Background: an optimization exercise with open tools, aiming at small area, a short achievable clock period and few clock cycles. Do not read the settings as production practice.
In this exercise RTL edits were held to simulation tests only and were not proved equivalent to the original.
Power figures rest on the tool's default switching activity, not on a simulated workload.

$ cat flow/flow/run.sh
#!/bin/bash
# The standard layout (standard synthesis, floorplan, placement, CTS,
# routing) with changes to how it is made, none to the constraints:
# - the timing repair steps aim at a shorter period than the 10 ns clock
#   (they work until the setup slack reaches SETUP_SLACK_MARGIN);
# - the port buffers are buf_4 cells instead of the delay cells that
#   buffer_ports picks by default;
# - repair may resize a cell to any cell of the same function, not only to
#   one with the same footprint.
# make's full output goes to flow_make.log; ORFS keeps each step's own log
# under orfs/logs/.
set -euo pipefail
bash standard.sh SETUP_SLACK_MARGIN=6.9 MATCH_CELL_FOOTPRINT=0 \
    "BUFFER_PORTS_ARGS=-buffer_cell sky130_fd_sc_hd__buf_4" \
    finish > flow_make.log 2>&1
$ cat flow/standard.sh
#!/bin/bash
# synth_recipe.tcl (not shown) runs the flow's synth.tcl, then flattens the netlist and writes it again
# the make line also repeats each setting of config.mk as NAME=value (left out here)
make -C /OpenROAD-flow-scripts/flow DESIGN_CONFIG=/design/flow/config.mk WORK_HOME=/design/flow/orfs CLKGATE_MAP_FILE= SYNTH_SCRIPT=/design/flow/synth_recipe.tcl "${@:-finish}"
$ cat flow/config.mk
export PLATFORM = sky130hd
export DESIGN_NAME = ev3_link
export DESIGN_NICKNAME = ev3_link
export VERILOG_FILES = /design/flow/design.v
export SDC_FILE = /design/flow/constraint.sdc
export NUM_CORES = 4
export LEC_CHECK = 0
export CAP_MARGIN = 20
export CORE_MARGIN = 2
export CORE_UTILIZATION = 70
export CTS_CLUSTER_DIAMETER = 80
export CTS_CLUSTER_SIZE = 24
export PLACE_DENSITY = 0.8
export SLEW_MARGIN = 20
$ cat flow/constraint.sdc
create_clock -name core_clock -period 10.0 [get_ports {clk}]
set_input_delay 2.0000 -clock core_clock [delete_from_list [all_inputs] [get_ports {clk}]]
set_output_delay 2.0000 -clock core_clock [all_outputs]
set_load 0.01 [all_outputs]
$ cat flow/design.v
module ev3_cbuf #(
    parameter LOG2CAP = 4
) (
    input  wire               clk,
    input  wire               rst,
    input  wire               push,
    input  wire [7:0]         push_data,
    input  wire               pop,
    output wire [7:0]         head,
    output wire [LOG2CAP:0]   size,
    output wire               empty,
    output wire               full
);
    localparam CAP = 1 << LOG2CAP;
    reg [7:0]         mem [0:CAP-1];
    reg [LOG2CAP-1:0] wp;
    reg [LOG2CAP-1:0] rp;
    reg [LOG2CAP:0]   cnt;
    assign size  = cnt;
    assign empty = (cnt == 0);
    assign full  = cnt[LOG2CAP];
    assign head  = mem[rp];
    always @(posedge clk) begin
        if (rst) begin
            wp  <= 0;
            rp  <= 0;
            cnt <= 0;
        end else begin
            if (push) begin
                wp  <= wp + 1'b1;
                cnt <= cnt + 1'b1;
            end
            if (pop) begin
                rp  <= rp + 1'b1;
                cnt <= cnt - 1'b1;
            end
        end
    end
    always @(posedge clk) begin
        if (!full)
            mem[wp] <= push_data;
    end
endmodule
module ev3_link (
    input  wire        clk,
    input  wire        rst,
    input  wire        cmd_valid,
    output wire        cmd_ready,
    input  wire [23:0] cmd_word,
    input  wire        rx_en,
    input  wire        ses_wfc,
    output reg         rsp_valid,
    output reg  [15:0] rsp_word
);
    localparam [7:0] ST_OK       = 8'h00;
    localparam [7:0] ST_EMPTY    = 8'h01;
    localparam [7:0] ST_FULL     = 8'h02;
    localparam [7:0] ST_TIMEOUT  = 8'h03;
    localparam [7:0] ST_REFUSED  = 8'h04;
    localparam [7:0] ST_DISABLED = 8'h05;
    localparam [7:0] ST_BADOPND  = 8'hFE;
    localparam [7:0] ST_BADOPC   = 8'hFF;
    localparam SAMPLE_SIZE = 64;
    localparam K_RXPUSH = 0;    
    localparam K_TXPUT  = 1;    
    localparam K_EQPOP  = 2;    
    localparam K_RXPOP  = 3;    
    localparam K_TXPOP  = 4;    
    localparam K_SIZE   = 5;    
    localparam K_EMPTY  = 6;    
    localparam K_FULL   = 7;    
    localparam K_DROPS  = 8;    
    localparam K_CKFOLD = 9;    
    localparam K_CKREAD = 10;   
    localparam K_CKCHK  = 11;   
    localparam K_EQTRY  = 12;   
    localparam K_EQPUSH = 13;   
    localparam K_SEND   = 14;   
    localparam K_SBR    = 15;   
    localparam K_FAULT  = 16;   
    localparam K_CKINIT = 17;   
    localparam K_CKSEED = 18;   
    localparam K_SBW    = 19;   
    localparam K_FRMAKE = 20;   
    localparam NK       = 21;
    wire [7:0] i_opc = cmd_word[23:16];
    wire [7:0] i_opa = cmd_word[15:8];
    wire [7:0] i_opb = cmd_word[7:0];
    function [3:0] log2len;
        input [7:0] v;
        case (v)
            8'd1:    log2len = 4'b1_000;
            8'd2:    log2len = 4'b1_001;
            8'd4:    log2len = 4'b1_010;
            8'd8:    log2len = 4'b1_011;
            8'd16:   log2len = 4'b1_100;
            8'd32:   log2len = 4'b1_101;
            default: log2len = 4'b0_000;
        endcase
    endfunction
    wire [3:0] i_lcb    = log2len(i_opb);
    wire       i_sdlegal = ((i_opb == 8'd1)  && (i_opa <= 8'd61)) ||
                           ((i_opb == 8'd2)  && (i_opa <= 8'd60)) ||
                           ((i_opb == 8'd4)  && (i_opa <= 8'd58)) ||
                           ((i_opb == 8'd8)  && (i_opa <= 8'd54)) ||
                           ((i_opb == 8'd16) && (i_opa <= 8'd46)) ||
                           ((i_opb == 8'd32) && (i_opa <= 8'd30));
    wire       i_send   = (i_opc[7:3] == 5'b01110);
    wire [5:0] i_ra     = i_send ? i_opa[5:0] + 6'd1 : i_opa[5:0];
    wire       i_sa_ok  = (i_opa < SAMPLE_SIZE);
    reg [NK-1:0] i_k;
    reg          i_pure;        
    reg [15:0]   i_prsp;        
    reg          i_fopc, i_fopnd;
    reg          i_conf;        
    always @(*) begin
        i_k    = {NK{1'b0}};
        i_pure = 1'b1;
        i_prsp = 16'h0000;
        i_fopc = 1'b0;
        i_fopnd = 1'b0;
        i_conf = 1'b0;
        casez (i_opc)
            8'h11: begin
                if (!rx_en) i_prsp = {ST_DISABLED, 8'h00};
                else begin i_pure = 1'b0; i_k[K_RXPUSH] = 1'b1; end
            end
            8'h12: begin i_pure = 1'b0; i_k[K_TXPUT] = 1'b1; i_conf = 1'b1; end
            8'h14: begin i_pure = 1'b0; i_k[K_EQPOP] = 1'b1; end
            8'h15: begin i_pure = 1'b0; i_k[K_RXPOP] = 1'b1; end
            8'h16: begin i_pure = 1'b0; i_k[K_TXPOP] = 1'b1; end
            8'h18, 8'h19, 8'h1A: begin i_pure = 1'b0; i_k[K_SIZE]  = 1'b1; end
            8'h1C, 8'h1D, 8'h1E: begin i_pure = 1'b0; i_k[K_EMPTY] = 1'b1; end
            8'h20, 8'h21, 8'h22: begin i_pure = 1'b0; i_k[K_FULL]  = 1'b1; end
            8'h24, 8'h25, 8'h26: begin i_pure = 1'b0; i_k[K_DROPS] = 1'b1; end
            8'h30: begin i_k[K_CKINIT] = 1'b1; i_prsp = {ST_OK, 8'hFF}; end
            8'h31: begin i_k[K_CKSEED] = 1'b1; i_prsp = {ST_OK, i_opa}; end
            8'h32: begin i_pure = 1'b0; i_k[K_CKFOLD] = 1'b1; end
            8'h33: begin i_pure = 1'b0; i_k[K_CKREAD] = 1'b1; end
            8'h34: begin i_pure = 1'b0; i_k[K_CKCHK]  = 1'b1; end
            8'h40, 8'h41, 8'h42, 8'h43: begin i_pure = 1'b0; i_k[K_FRMAKE] = 1'b1; end
            8'h44: i_prsp = {ST_OK, i_opa & 8'hC0};
            8'h45: i_prsp = {ST_OK, i_opa & 8'h07};
            8'h46: i_prsp = {ST_OK, 8'd1 << i_opa[5:3]};
            8'b0101_0???: i_prsp = {ST_OK, i_opc[2:0], i_opa[4:0]};
            8'h58: i_prsp = {ST_OK, 5'd0, i_opa[7:5]};
            8'h59: i_prsp = {ST_OK, 3'd0, i_opa[4:0]};
            8'h60: begin i_pure = 1'b0; i_k[K_EQTRY]  = 1'b1; end
            8'h61: begin i_pure = 1'b0; i_k[K_EQPUSH] = 1'b1; end
            8'b0111_0???: begin i_pure = 1'b0; i_k[K_SEND] = 1'b1; i_conf = 1'b1; end
            8'h78: begin
                i_conf = 1'b1;
                if (!i_sa_ok) begin
                    i_fopnd = 1'b1;
                    i_prsp  = {ST_BADOPND, 8'h00};
                end else
                    i_k[K_SBW] = 1'b1;
            end
            8'h79: begin
                i_conf = 1'b1;
                if (!i_sa_ok) begin
                    i_fopnd = 1'b1;
                    i_prsp  = {ST_BADOPND, 8'h00};
                end else begin
                    i_pure = 1'b0;
                    i_k[K_SBR] = 1'b1;
                end
            end
            8'h7D: begin i_pure = 1'b0; i_k[K_FAULT] = 1'b1; end
            default: begin
                i_fopc = 1'b1;
                i_prsp = {ST_BADOPC, 8'h00};
            end
        endcase
    end
    reg          rdy;           
    reg          blk;           
    reg          q_v;
    reg [23:0]   q_w;
    reg [NK-1:0] q_k;
    reg          q_pure;
    reg [15:0]   q_prsp;
    reg          q_fopc, q_fopnd;
    reg          q_conf;
    reg          q_sdlegal;     
    reg          q_wfc;
    reg [2:0]    q_lcb;         
    reg [5:0]    q_ra;          
    assign cmd_ready = rdy;
    wire       exec = q_v && !blk;
    wire [7:0] opc  = q_w[23:16];
    wire [7:0] opa  = q_w[15:8];
    wire [7:0] opb  = q_w[7:0];
    reg [7:0] sample [0:SAMPLE_SIZE-1];
    reg [7:0] tx_mem [0:63];
    reg [5:0] tx_rp;
    reg [7:0] tx_whi, tx_wlo;   
    reg [6:0] tx_cnt;           
    reg [7:0] ck_acc;
    reg [7:0] drop_eq;
    reg [7:0] drop_rx;
    reg [1:0] fault;            
    reg       bg_pay;           
    reg       bg_first;         
    reg       bg_ck;            
    reg [5:0] bg_left;          
    reg [7:0] bg_acc;           
    reg [5:0] bg_wa;            
    reg [5:0] smp_ra;           
    reg [7:0] smp_rq;           
    wire      bg_active = bg_pay || bg_ck;
    wire      bg_last   = (bg_left == 6'd1);
    wire       tx_empty = (tx_cnt == 7'd0);
    wire       tx_full  = tx_cnt[6];
    function [7:0] mux64;
        input [511:0] v;
        input [5:0]   a;
        reg   [511:0] t;
        integer       l, k;
        begin
            t = v;
            for (l = 0; l < 6; l = l + 1)
                for (k = 0; k < (32 >> l); k = k + 1)
                    t[k*8 +: 8] = a[l] ? t[(2*k+1)*8 +: 8] : t[(2*k)*8 +: 8];
            mux64 = t[7:0];
        end
    endfunction
    wire [511:0] tx_flat, smp_flat;
    genvar gf;
    generate
        for (gf = 0; gf < 64; gf = gf + 1) begin : g_flat
            assign tx_flat[gf*8 +: 8]  = tx_mem[gf];
            assign smp_flat[gf*8 +: 8] = sample[gf];
        end
    endgenerate
    wire [7:0] tx_head   = mux64(tx_flat, tx_rp);
    wire [7:0] smp_rdata = mux64(smp_flat, smp_ra);
    wire       eq_push, eq_pop, rx_push, rx_pop;
    wire [7:0] eq_head, rx_head;
    wire [4:0] eq_size, rx_size;
    wire       eq_empty, rx_empty, eq_full, rx_full;
    ev3_cbuf #(.LOG2CAP(4)) u_eq (
        .clk(clk), .rst(rst), .push(eq_push), .push_data(opa), .pop(eq_pop),
        .head(eq_head), .size(eq_size), .empty(eq_empty), .full(eq_full)
    );
    ev3_cbuf #(.LOG2CAP(4)) u_rx (
        .clk(clk), .rst(rst), .push(rx_push), .push_data(opa), .pop(rx_pop),
        .head(rx_head), .size(rx_size), .empty(rx_empty), .full(rx_full)
    );
    reg [7:0] sel_size;
    reg       sel_empty, sel_full;
    reg [7:0] sel_drop;
    always @(*) begin
        case (opc[1:0])
            2'd0:    begin sel_size = {3'd0, eq_size}; sel_empty = eq_empty; sel_full = eq_full; sel_drop = drop_eq; end
            2'd1:    begin sel_size = {3'd0, rx_size}; sel_empty = rx_empty; sel_full = rx_full; sel_drop = drop_rx; end
            default: begin sel_size = {1'b0, tx_cnt};  sel_empty = tx_empty; sel_full = tx_full; sel_drop = 8'd0;    end
        endcase
    end
    wire [7:0] sd_frame = {2'b11, q_lcb, opc[2:0]};
    reg        sd_fits;
    always @(*) begin
        case (q_lcb)
            3'd0:    sd_fits = (tx_cnt <= 7'd61);
            3'd1:    sd_fits = (tx_cnt <= 7'd60);
            3'd2:    sd_fits = (tx_cnt <= 7'd58);
            3'd3:    sd_fits = (tx_cnt <= 7'd54);
            3'd4:    sd_fits = (tx_cnt <= 7'd46);
            default: sd_fits = (tx_cnt <= 7'd30);
        endcase
    end
    wire x_rxpush = exec && q_k[K_RXPUSH];
    wire x_txput  = exec && q_k[K_TXPUT];
    wire x_eqpop  = exec && q_k[K_EQPOP];
    wire x_rxpop  = exec && q_k[K_RXPOP];
    wire x_txpop  = exec && q_k[K_TXPOP];
    wire x_eqtry  = exec && q_k[K_EQTRY];
    wire x_eqpush = exec && q_k[K_EQPUSH];
    wire x_send   = exec && q_k[K_SEND];
    wire x_sbw    = exec && q_k[K_SBW];
    assign rx_push = x_rxpush && !rx_full;
    assign rx_pop  = x_rxpop && !rx_empty;
    assign eq_push = (x_eqtry || x_eqpush) && !eq_full;
    assign eq_pop  = x_eqpop && !eq_empty;
    wire   tx_put  = x_txput && !tx_full;
    wire   tx_pop  = x_txpop && !tx_empty;
    wire   sd_ok    = q_sdlegal && q_wfc;
    wire   sd_start = x_send && sd_ok && sd_fits;
    wire [3:0] lca  = log2len(opa);
    wire   ck_we   = exec && (q_k[K_CKINIT] || q_k[K_CKSEED] || q_k[K_CKFOLD]);
    wire [7:0] ck_next = q_k[K_CKINIT] ? 8'hFF :
                         q_k[K_CKSEED] ? opa : (ck_acc ^ opa);
    wire [15:0] st_rsp =
          ({16{q_k[K_RXPUSH]}} & {(rx_full ? ST_FULL : ST_OK), 8'h00})
        | ({16{q_k[K_TXPUT]}}  & {(tx_full ? ST_FULL : ST_OK), 8'h00})
        | ({16{q_k[K_EQPOP]}}  & (eq_empty ? {ST_EMPTY, 8'h00} : {ST_OK, eq_head}))
        | ({16{q_k[K_RXPOP]}}  & (rx_empty ? {ST_EMPTY, 8'h00} : {ST_OK, rx_head}))
        | ({16{q_k[K_TXPOP]}}  & (tx_empty ? {ST_EMPTY, 8'h00} : {ST_OK, tx_head}))
        | ({16{q_k[K_SIZE]}}   & {ST_OK, sel_size})
        | ({16{q_k[K_EMPTY]}}  & {ST_OK, 7'd0, sel_empty})
        | ({16{q_k[K_FULL]}}   & {ST_OK, 7'd0, sel_full})
        | ({16{q_k[K_DROPS]}}  & {ST_OK, sel_drop})
        | ({16{q_k[K_CKFOLD]}} & {ST_OK, ck_acc ^ opa})
        | ({16{q_k[K_CKREAD]}} & {ST_OK, ck_acc})
        | ({16{q_k[K_CKCHK]}}  & {ST_OK, 7'd0, (ck_acc == opa)})
        | ({16{q_k[K_EQTRY]}}  & {(eq_full ? ST_FULL : ST_OK), 8'h00})
        | ({16{q_k[K_EQPUSH]}} & {(eq_full ? ST_TIMEOUT : ST_OK), 8'h00})
        | ({16{q_k[K_SEND]}}   & {(!q_sdlegal ? ST_BADOPND : !q_wfc ? ST_REFUSED :
                                      sd_fits ? ST_OK : ST_FULL), 8'h00})
        | ({16{q_k[K_FRMAKE]}} & (lca[3] ? {ST_OK, opc[1:0], lca[2:0], opb[2:0]}
                                         : {ST_BADOPND, 8'h00}))
        | ({16{q_k[K_SBR]}}    & {ST_OK, smp_rdata})
        | ({16{q_k[K_FAULT]}}  & {ST_OK, 6'd0, fault});
    wire [15:0] rsp_next = q_pure ? q_prsp : st_rsp;
    reg  [7:0] smp_whn, smp_wln;
    wire [7:0] smp_wdata = bg_first ? ~bg_acc : bg_ck ? bg_acc : opb;
    wire       tx_adv    = bg_active || tx_put || sd_start;
    wire [6:0] tx_cnt_next = rst      ? 7'd0 :
                             tx_pop   ? tx_cnt - 7'd1 :
                             tx_put   ? tx_cnt + 7'd1 :
                             sd_start ? tx_cnt + opb[6:0] + 7'd2 : tx_cnt;
    wire       tx_we_next  = sd_start || bg_pay || !tx_cnt_next[6];
    reg        tx_we;
    wire [7:0] tx_wdata  = bg_pay ? smp_rq :
                           bg_ck  ? bg_acc :
                           q_k[K_SEND] ? sd_frame : opa;
    wire bg_pay_next  = sd_start || (bg_pay && !bg_last);
    wire q_v_next     = blk ? q_v : cmd_valid;
    wire q_conf_next  = blk ? q_conf : i_conf;
    wire [5:0] q_ra_next = blk ? q_ra : i_ra;
    wire       q_sbw_next = blk ? q_k[K_SBW] : i_k[K_SBW];
    wire [5:0] q_a_next   = blk ? opa[5:0] : i_opa[5:0];
    wire       smp_we_next = sd_start || (bg_pay && bg_last) ||
                             (q_v_next && q_sbw_next && !bg_pay);
    wire [5:0] smp_wa_next = sd_start ? opa[5:0] :
                             bg_pay   ? smp_ra : q_a_next;
    always @(posedge clk) begin
        if (!blk) begin
            q_w    <= cmd_word;
            q_k    <= i_k;
            q_pure <= i_pure;
            q_prsp <= i_prsp;
            q_fopc <= i_fopc;
            q_fopnd <= i_fopnd;
            q_lcb  <= i_lcb[2:0];
            q_sdlegal <= i_sdlegal;
            q_wfc  <= ses_wfc;
            q_ra   <= i_ra;
        end
        rsp_word <= rsp_next;
        if (rst) begin
            tx_wlo <= 8'd1;
            tx_whi <= 8'd1;
        end else if (tx_adv) begin
            tx_wlo <= {tx_wlo[6:0], tx_wlo[7]};
            if (tx_wlo[7])
                tx_whi <= {tx_whi[6:0], tx_whi[7]};
        end
        tx_cnt   <= tx_cnt_next;
        tx_we    <= tx_we_next && !rst;
        smp_rq   <= smp_rdata;
        smp_whn  <= (smp_we_next && !rst) ? ~(8'd1 << smp_wa_next[5:3]) : 8'hFF;
        smp_wln  <= ~(8'd1 << smp_wa_next[2:0]);
        if (sd_start || bg_pay)
            smp_ra <= smp_ra + 6'd1;
        else
            smp_ra <= q_ra_next;
    end
    always @(posedge clk) begin
        if (rst) begin
            rdy       <= 1'b1;
            blk       <= 1'b0;
            q_v       <= 1'b0;
            q_conf    <= 1'b0;
            bg_pay    <= 1'b0;
            bg_first  <= 1'b0;
            bg_ck     <= 1'b0;
            tx_rp     <= 6'd0;
            ck_acc    <= 8'hFF;
            drop_eq   <= 8'd0;
            drop_rx   <= 8'd0;
            fault     <= 2'b00;
            rsp_valid <= 1'b0;
        end else begin
            q_v       <= q_v_next;
            q_conf    <= q_conf_next;
            bg_pay    <= bg_pay_next;
            bg_first  <= sd_start;
            bg_ck     <= bg_pay && bg_last;
            rdy       <= !(q_v_next && q_conf_next && (sd_start || bg_pay));
            blk       <= q_v_next && q_conf_next && (sd_start || bg_pay);
            rsp_valid <= exec;
            if (ck_we)
                ck_acc <= ck_next;
            if (x_eqtry && eq_full && drop_eq != 8'hFF)
                drop_eq <= drop_eq + 8'd1;
            if (x_rxpush && rx_full && drop_rx != 8'hFF)
                drop_rx <= drop_rx + 8'd1;
            if (exec && q_fopc)
                fault[0] <= 1'b1;
            if (exec && (q_fopnd || (q_k[K_SEND] && !q_sdlegal) ||
                         (q_k[K_FRMAKE] && !lca[3])))
                fault[1] <= 1'b1;
            if (tx_pop)
                tx_rp <= tx_rp + 6'd1;
        end
    end
    always @(posedge clk) begin
        if (sd_start) begin
            bg_left <= opb[5:0];
            bg_acc  <= 8'hFF ^ sd_frame;
            bg_wa   <= opa[5:0];
        end else if (bg_pay) begin
            bg_left <= bg_left - 6'd1;
            bg_acc  <= bg_acc ^ smp_rq;
            if (bg_last)
                bg_wa <= smp_ra;
        end
    end
    genvar gs;
    generate
        for (gs = 0; gs < SAMPLE_SIZE; gs = gs + 1) begin : g_smp
            always @(posedge clk) begin
                if (!(smp_whn[gs / 8] || smp_wln[gs % 8]))
                    sample[gs] <= smp_wdata;
            end
        end
    endgenerate
    genvar gt;
    generate
        for (gt = 0; gt < 64; gt = gt + 1) begin : g_tx
            always @(posedge clk) begin
                if (tx_we && tx_whi[gt / 8] && tx_wlo[gt % 8])
                    tx_mem[gt] <= tx_wdata;
            end
        end
    endgenerate
endmodule
==> out/qor.yml, run 1 <==
clock_network:
  clkSinkCount: 1499
  cts_buffers: 73
  tritoncts: "yes"
  cts.clk_slew.worst_paths_ns: 0.09
  clk_latency_ns: 0.67
  cts-root-buf: "clkbuf_16"
  cts_hold_buffers: 0
  htreeDepth: 3
  clockBufferDepth: 3
sta:
  period_share_pct: 31.9
  fin_ws_ns: 6.81
  fmax_mhz: 313
  hold_slack_ns: 0.475
  fin_crit_ns: 3.19
  hold_viol: 0
  drv_slew: 0
  tightest_slew_ns: 1.02
  setup_viol: 0
  rsz0062_at_grt: "true"
  relSlewSlack_pct: 32.2
  finClkSkew_ns: 0.0187
  tns_ns: 0
setup_path:
  worst-path-stages: 1
  r2r_cells: 9
  reg2reg_slack_ns: 6.86
  arrival_ns: 1.19
  required_ns: 8.00
  crit_type: "reg2out"
  slowest_stage: "dfxtp_4"
  startpoint: "rsp_word[3]$_DFF_P_"
  critical_path.top_delay_family: "flip-flops"
  timing.rr.end: "rsp_word[1]$_DFF_P_"
  endpoint: "rsp_word[3]"
  cp_slowest_stage_delay_ns: 0.41
  crit_buf_inv: 1
  r2r_start: "smp_ra[2]$_DFF_P_"
  endpoint_kind: "output pin"
  setup.worst_path.start_class: "flip-flop"
  cp_max_fo: 1
  crit_chain: "buf_6"
route:
  wl_per_cell_um: 31.3
  drc: 0
  routed.top_layer: "met4"
  first_pass_iters: 6
  wirelength_um: 152000
  m1WireLength_um: 54400
  wl_met3_um: 14000
  wl_met2_um: 74000
  viasPerCell: 7.13
  drtAntennaViolNets: 0
  drtIter0Drc: 4721
  dr_total_vias: 34500
place:
  dp_hpwl_um: 92200
  place_congestion: 0.928
  post-place-ws_ns: 5.73
  port_buffers: 46
run:
  cap_viol_max_count: 0
hold_path:
  min_from: "q_ra[5]$_DFF_P_"
  hold_path_class: "reg2reg"
logic_synthesis:
  async_reset_ff_share_pct: 0
  yosysSeqAreaShare_pct: 71.4
  synth_top_family_by_area: "multiplexers"
  synth-compound-area-share_pct: 6.06
  synthAdderAreaFrac_pct: 0.939
  ys.flop_type: "edfxtp_1"
  synthesis.area_mm2: 0.0610
  synth-seq-cells: 1499
  ys_types: 83
  yosys.area_share.simple_pct: 5.54
  synth_edf_count: 1353
  syn_nets: 3722
  synth_mux_area_share_pct: 12.8
  synth_xor_area_share_pct: 1.08
  synth_area_per_cell_um2: 16.7
  yosysWarningCount: 4
  syn_inst: 3649
global_routing:
  grt_pass1_vias: 34100
  grt_max_degree: 83
  antenna_found_initial: 0
  grt_first_pass_wirelength_um: 223000
  overflow: 0
  gr-usage-all-layers_pct: 34.0
floorplanning:
  start_util_pct: 70.5
  fp.coreArea_mm2: 0.0866
  fp.dieW_um: 299
  top_level_ports: 47
  dieArea_mm2: 0.0896
  die_h_um: 299
  row_count: 108
finish:
  seq_area_mm2: 0.0436
  drive_above_1_share_pct: 16.1
  fin_nets: 3713
  multi_input_area_mm2: 0.0166
  syn2layout_area_growth_pct: 7.46
  fill_cells: 4775
status:
  outcome: "finished clean"
power_and_ir_drop:
  power_density_mw_per_mm2: 165
  p_leak_nw: 20.9
  vdd_drop_max_mv: 0.190
==> per-stage QoR <==
stage | power [W] | utilization [%] | cells | instance area [um2]
2_1_floorplan | 0.00736 | - | 3649 | 61200
3_3_place_gp | 0.00753 | 72.1 | 4683 | 62500
3_5_place_dp | 0.00756 | 72.1 | 4684 | 62500
4_1_cts | 0.0108 | 75.2 | 4821 | 65200
5_1_grt | 0.0111 | 75.7 | 4842 | 65600
6_report | 0.0108 | 75.7 | 4843 | 65600
==> metal layers <==
metal,vias up,global-route usage (%)
met5,-,0
met4,0,17.5
met3,445,4.76
met2,2200,54.8
met1,17500,46.3
li1,14400,-
==> cells in the mapped netlist (42+ instances only) <==
| master | instances | area (um2) |
|---|---|---|
| edfxtp_1 | 1353 | 40600 |
| and3_1 | 78 | 488 |
| o221ai_1 | 43 | 377 |
| clkbuf_1 | 125 | 469 |
| nor2_1 | 219 | 822 |
| mux2i_1 | 254 | 2540 |
| nor3_1 | 43 | 215 |
| a21oi_1 | 130 | 651 |
| buf_2 | 53 | 265 |
| xor2_1 | 45 | 394 |
| dfxtp_1 | 146 | 2920 |
| inv_1 | 45 | 169 |
| a221oi_1 | 47 | 412 |
| a211oi_1 | 42 | 315 |
| nand3_1 | 60 | 300 |
| mux4_2 | 227 | 5110 |
| nand2_1 | 158 | 593 |
| o21ai_0 | 123 | 616 |
==> layout by cell type, fill, tap and decap left out, types with 24 or more instances in the layout <==
cell type,n
nand2_1,157
clkbuf_1,37
mux2i_1,253
buf_4,94
and3_1,78
a211oi_1,38
o22ai_1,38
o21ai_0,95
a221oi_1,47
a21oi_1,127
xor2_1,45
a22oi_1,37
xnor2_1,30
nor2_1,214
o221ai_1,41
buf_6,28
dfxtp_1,119
inv_1,41
nand3_1,57
ha_1,41
nor3_1,37
mux4_2,227
edfxtp_1,1353
clkbuf_16,78
nor2b_1,24
==> worst min-delay path by stage <==
stage                                  to  slack (ns)  depth (start not counted)
floorplan             rsp_word[8]$_DFF_P_        0.42                          1
global placement    fault[1]$_SDFFE_PP0P_        0.44                          2
detailed placement        q_ra[5]$_DFF_P_        0.46                          2
CTS                       q_ra[5]$_DFF_P_        0.47                          2
global route              q_ra[2]$_DFF_P_        0.50                          2
finish                    q_ra[5]$_DFF_P_        0.47                          2
==> where the power goes <==
group | leakage [nW] | switching (W) | internal [W]
registers | 13.5 | 0.0000666 | 0.00686
logic | 6.32 | 0.000350 | 0.000196
clock network | 1.03 | 0.00187 | 0.00147
==> registers in the layout, summed over array words and instances (netlist names), 11 cells and up, named ones only <==
| signal | flops |
|---|---|
| sample | 512 |
| tx_mem | 512 |
| u_eq.mem | 128 |
| u_rx.mem | 128 |
| q_k | 21 |
| q_w | 19 |
| rsp_word | 12 |
| q_prsp | 11 |
==> cell families after synthesis <==
family	count (synthesis)
DFF	1499
and+or+nand+nor	702
AOI/OAI and AO/OA	555
muxes	494
buffers and inverters	280
xor gates and xnor gates	75
adders and majority gates	44
==> area by class of cell <==
| class | instances | share of cell area (%) |
|---|---|---|
| antenna | 1 | 0.00382 |
| timing repair buffer | 148 | 2.35 |
| inverter | 47 | 0.275 |
| clock inverter | 8 | 0.139 |
| tap | 1155 | 2.20 |
| multi-input combinational | 1871 | 25.4 |
| sequential | 1499 | 66.5 |
| clock buffer | 114 | 3.15 |
==> what timing repair did <==
item	CTS	global route
gates resized for setup	101	50
endpoints found under the hold margin	0	0
setup buffers	14	19
cloned	1	1
pin swaps	3	17
endpoints found under the setup margin	90	84
Testbench counts, summed over its fixed seeds: cycles 19,362.
==> run 2, diff against run 1 <==
--- a/flow/flow/run.sh
+++ b/flow/flow/run.sh
@@ -10,6 +10,6 @@
 # make's full output goes to flow_make.log; ORFS keeps each step's own log
 # under orfs/logs/.
 set -euo pipefail
-bash standard.sh SETUP_SLACK_MARGIN=6.9 MATCH_CELL_FOOTPRINT=0 \
+bash standard.sh SETUP_SLACK_MARGIN=6.8 MATCH_CELL_FOOTPRINT=0 \
     "BUFFER_PORTS_ARGS=-buffer_cell sky130_fd_sc_hd__buf_4" \
     finish > flow_make.log 2>&1
--- a/flow/config.mk
+++ b/flow/config.mk
@@ -9,6 +9,6 @@
 export CORE_MARGIN = 2
 export CORE_UTILIZATION = 70
 export CTS_CLUSTER_DIAMETER = 80
-export CTS_CLUSTER_SIZE = 24
+export CTS_CLUSTER_SIZE = 30
 export PLACE_DENSITY = 0.8
 export SLEW_MARGIN = 20
==> run 2 against run 1 <==
Compared with the run above:
- still clean
- utilization is 0.97 points lower
- flip-flop and latch count stayed put
- global-route usage is 1.4 points lower
- largest cell class unchanged
- largest power group unchanged
==> out/qor.yml, run 2 <==
setup_path:
  r2r_cells: 8  # was 9
  required_ns: 8.00  # about the same
  reg2reg_slack_ns: 6.80  # was 6.86 ns
  crit_buf_inv: 1  # unchanged
  arrival_ns: 1.22  # was 1.19 ns
  cp_max_fo: 1  # unchanged
  crit_chain: "buf_6"  # unchanged
  endpoint: "rsp_word[1]"  # was rsp_word[3]
  cp_slowest_stage_delay_ns: 0.43  # was 0.41 ns
  endpoint_kind: "output pin"  # unchanged
  setup.worst_path.start_class: "flip-flop"  # unchanged
  r2r_start: "smp_ra[0]$_DFF_P_"  # was smp_ra[2]$_DFF_P_
  crit_type: "reg2out"  # unchanged
  worst-path-stages: 1  # unchanged
  timing.rr.end: "rsp_word[1]$_DFF_P_"  # unchanged
  critical_path.top_delay_family: "flip-flops"  # unchanged
  slowest_stage: "dfxtp_4"  # unchanged
  startpoint: "rsp_word[1]$_DFF_P_"  # was rsp_word[3]$_DFF_P_
place:
  dpl.cell_count: 4686  # was 4,684
  dp_hpwl_um: 91500  # was 92,200 um
  place_congestion: 0.912  # was 0.928
  placed_cell_area_mm2: 0.0625  # about the same
  port_buffers: 46  # unchanged
  post-place-ws_ns: 5.50  # was 5.73 ns
floorplanning:
  dieArea_mm2: 0.0896  # unchanged
  row_count: 108  # unchanged
  top_level_ports: 47  # unchanged
  fp.coreArea_mm2: 0.0866  # unchanged
  start_util_pct: 70.5  # unchanged
  fp.dieW_um: 299  # unchanged
  die_h_um: 299  # unchanged
sta:
  finClkSkew_ns: 0.0282  # was 0.0187 ns
  fin_crit_ns: 3.22  # was 3.19 ns
  period_share_pct: 32.2  # was 31.9%
  tns_ns: 0  # unchanged
  fmax_mhz: 310  # was 313 MHz
  hold_viol: 0  # unchanged
  setup_viol: 0  # unchanged
  tightest_slew_ns: 1.16  # was 1.02 ns
  rsz0062_at_grt: "true"  # unchanged
  drv_slew: 0  # unchanged
  fin_ws_ns: 6.78  # was 6.81 ns
  relSlewSlack_pct: 22.8  # was 32.2%
logic_synthesis:
  ys_types: 83  # unchanged
  synth_edf_count: 1353  # unchanged
  synth_common_cells: "edfxtp_1 (1,353), mux2i_1 (254), mux4_2 (227)"  # unchanged
  async_reset_ff_share_pct: 0  # unchanged
  synthesis.area_mm2: 0.0610  # unchanged
  synth-seq-cells: 1499  # unchanged
  syn_inst: 3649  # unchanged
  synth_top_area_share_pct: 66.6  # unchanged
  yosysMostFrequentCell: "edfxtp_1"  # unchanged
  yosysSeqAreaShare_pct: 71.4  # unchanged
  ys.flop_type: "edfxtp_1"  # unchanged
  synth_area_per_cell_um2: 16.7  # unchanged
  synth_top_area_cell: "edfxtp_1"  # unchanged
  syn_nets: 3722  # unchanged
  ys_top_cells_by_area: "edfxtp_1 (67%), mux4_2 (8.4%), dfxtp_1 (4.8%), mux2i_1 (4.2%), nor2_1 (1.3%)"  # unchanged
  yosysWarningCount: 4  # unchanged
global_routing:
  antenna_found_initial: 1  # was 0
  gr-usage-all-layers_pct: 32.6  # was 34.0%
  grt_first_pass_wirelength_um: 216000  # was 223,000 um
  grt_pass1_vias: 33300  # was 34,100
  grt_max_degree: 83  # unchanged
  overflow: 0  # unchanged
finish:
  final_cell_mix: "edfxtp_1 (1,353), mux2i_1 (253), mux4_2 (227)"  # unchanged
  final_common_cell: "edfxtp_1"  # unchanged
  fin_area_mm2: 0.0647  # was 0.0656 mm2
  post-route-util_pct: 74.7  # was 75.7%
  drive_above_1_share_pct: 14.6  # was 16.1%
  fin_cells: 4809  # was 4,843
  fill_cells: 4827  # was 4,775
  reg.largest.list: "sample: 512 flops, tx_mem: 512 flops"  # unchanged
  antenna_cells: 0  # was 1
  syn2layout_area_growth_pct: 6.09  # was 7.46%
  fin_nets: 3684  # was 3,713
clock_network:
  clockBufferDepth: 3  # unchanged
  cts.clk_slew.worst_paths_ns: 0.12  # was 0.09 ns
  cts_hold_buffers: 0  # unchanged
  clkSinkCount: 1499  # unchanged
  clk_latency_ns: 0.69  # was 0.67 ns
  htreeDepth: 2  # was 3
  tritoncts: "yes"  # unchanged
  cts_buffers: 57  # was 73
  cts-root-buf: "clkbuf_16"  # unchanged
hold_path:
  hold_path_class: "reg2reg"  # unchanged
  min_from: "q_ra[5]$_DFF_P_"  # unchanged
route:
  viasPerCell: 7.14  # was 7.13
  wl_per_cell_um: 30.4  # was 31.3 um
  wirelength_um: 146000  # was 152,000 um
  drc: 0  # unchanged
  drtAntennaViolNets: 0  # unchanged
  dr_total_vias: 34300  # was 34,500
  drtIter0Drc: 4970  # was 4,721
  first_pass_iters: 7  # was 6
status:
  outcome: "finished clean"  # unchanged
power_and_ir_drop:
  vdd_drop_max_mv: 0.154  # was 0.190 mV
  p_leak_nw: 20.5  # was 20.9 nW
  power_density_mw_per_mm2: 160  # was 165 mW/mm2
run:
  cap_viol_max_count: 0  # unchanged
[run 2: cell counts after synthesis]
Identical to the previous run, type by type.
[run 2: worst min path at each step]
| stage | endpoint | slack, ns | depth (start not counted) |
|---|---|---|---|
| finish | q_ra[5]$_DFF_P_ | 0.48 | 2 |
| global route | fault[1]$_SDFFE_PP0P_ | 0.50 | 2 |
| CTS | q_ra[5]$_DFF_P_ | 0.47 | 2 |
| detailed placement | q_ra[4]$_DFF_P_ | 0.46 | 2 |
| global placement | fault[1]$_SDFFE_PP0P_ | 0.44 | 2 |
| floorplan | rsp_word[8]$_DFF_P_ | 0.42 | 1 |
[run 2: repair_timing]
item                                   4_1_cts  5_1_grt
cloned                                       1        2
endpoints found under the hold margin        0        0
buffers inserted                             5       13
setup endpoints to repair                   55       58
gates resized for setup                     75       25
pin swaps                                    1        2
[run 2: layout make-up]
cell class	instances	area [um2]	area share, %
timing repair buffer	135	1320	2.03
multi-input combinational	1871	16500	25.5
tap	1155	1450	2.23
inverter	47	180	0.278
sequential	1499	43600	67.3
clock inverter	7	70.1	0.108
clock buffer	95	1600	2.47
[run 2: logic make-up (layout without fill, tap and decap cells)]
family	after synthesis	count (layout)	synth area share, %
adder cells (fa/ha/maj)	44	44	0.939
flip-flops	1499	1499	71.4
buffers and inverters	280	284	2.23
XOR/XNOR	75	75	1.08
AND/OR/NAND/NOR	702	702	5.54
multiplexers	494	494	12.8
AO/OA/AOI/OAI	555	556	6.06
[run 2: report_power, final]
part / switching, W / internal (W)
sequential: 0.0000606 / 0.00686
clock: 0.00180 / 0.00112
combinational: 0.000342 / 0.000189
[run 2: per-layer routing]
layer	GRT usage [%]	up-vias	wire, um	share of wire, %
met5	0	-	10	0.0068
li1	-	14300	-	-
met3	4.97	348	15000	10
met4	11.7	2	6300	4.3
met1	45.8	17400	53300	37
met2	53.2	2223	71400	49
[run 2: worst reg2reg max path, cell delays in order (launching register included)]
cell and delay, ns:
dfxtp_4 0.57, buf_16 0.29, buf_16 0.39, mux4_2 0.61, a21oi_1 0.17, nand2_1 0.13
a31o_2 0.31, a2111oi_1 0.48, a31oi_1 0.13
[run 2: metrics by stage]
stage	hold slack [ns]	total power (W)
floorplan	0.421	0.00736
global placement	0.441	0.00753
detailed placement	0.455	0.00755
CTS	0.475	0.0103
global route	0.505	0.0106
finish	0.479	0.0104

## static timing again, ports no longer ideal
In the flow no input, the clock included, has a driving cell. The finished layouts below were timed again as built, in two steps.
Step 1 sets driving cells, clkbuf_16 on the clock port and buf_2 on the other inputs (assumed; they add their load-dependent delay and slew).
Step 2, shift: input delay + t, output delay - t, t = (earliest + latest rising clock arrival at the registers) / 2. This alone moves slack from input paths to output paths.
Three values: ideal ports, drivers, drivers and shift; two values: the first two.
run	t, ns	setup WS [ns]	worst register clock-pin slew, ns	worst data-port slew with drivers (ns)	pins driven straight from the clock port
run 1	0.732	6.806 / 6.733 / 6.151	0.10 / 0.10	0.13	1
run 2	0.746	6.777 / 6.705 / 6.185	0.12 / 0.12	0.11	1
After both steps setup and hold are still met in every run listed. For run 1, which loses most, drivers alone change the setup slack by -0.073 ns; drivers and shift together by -0.655 ns.
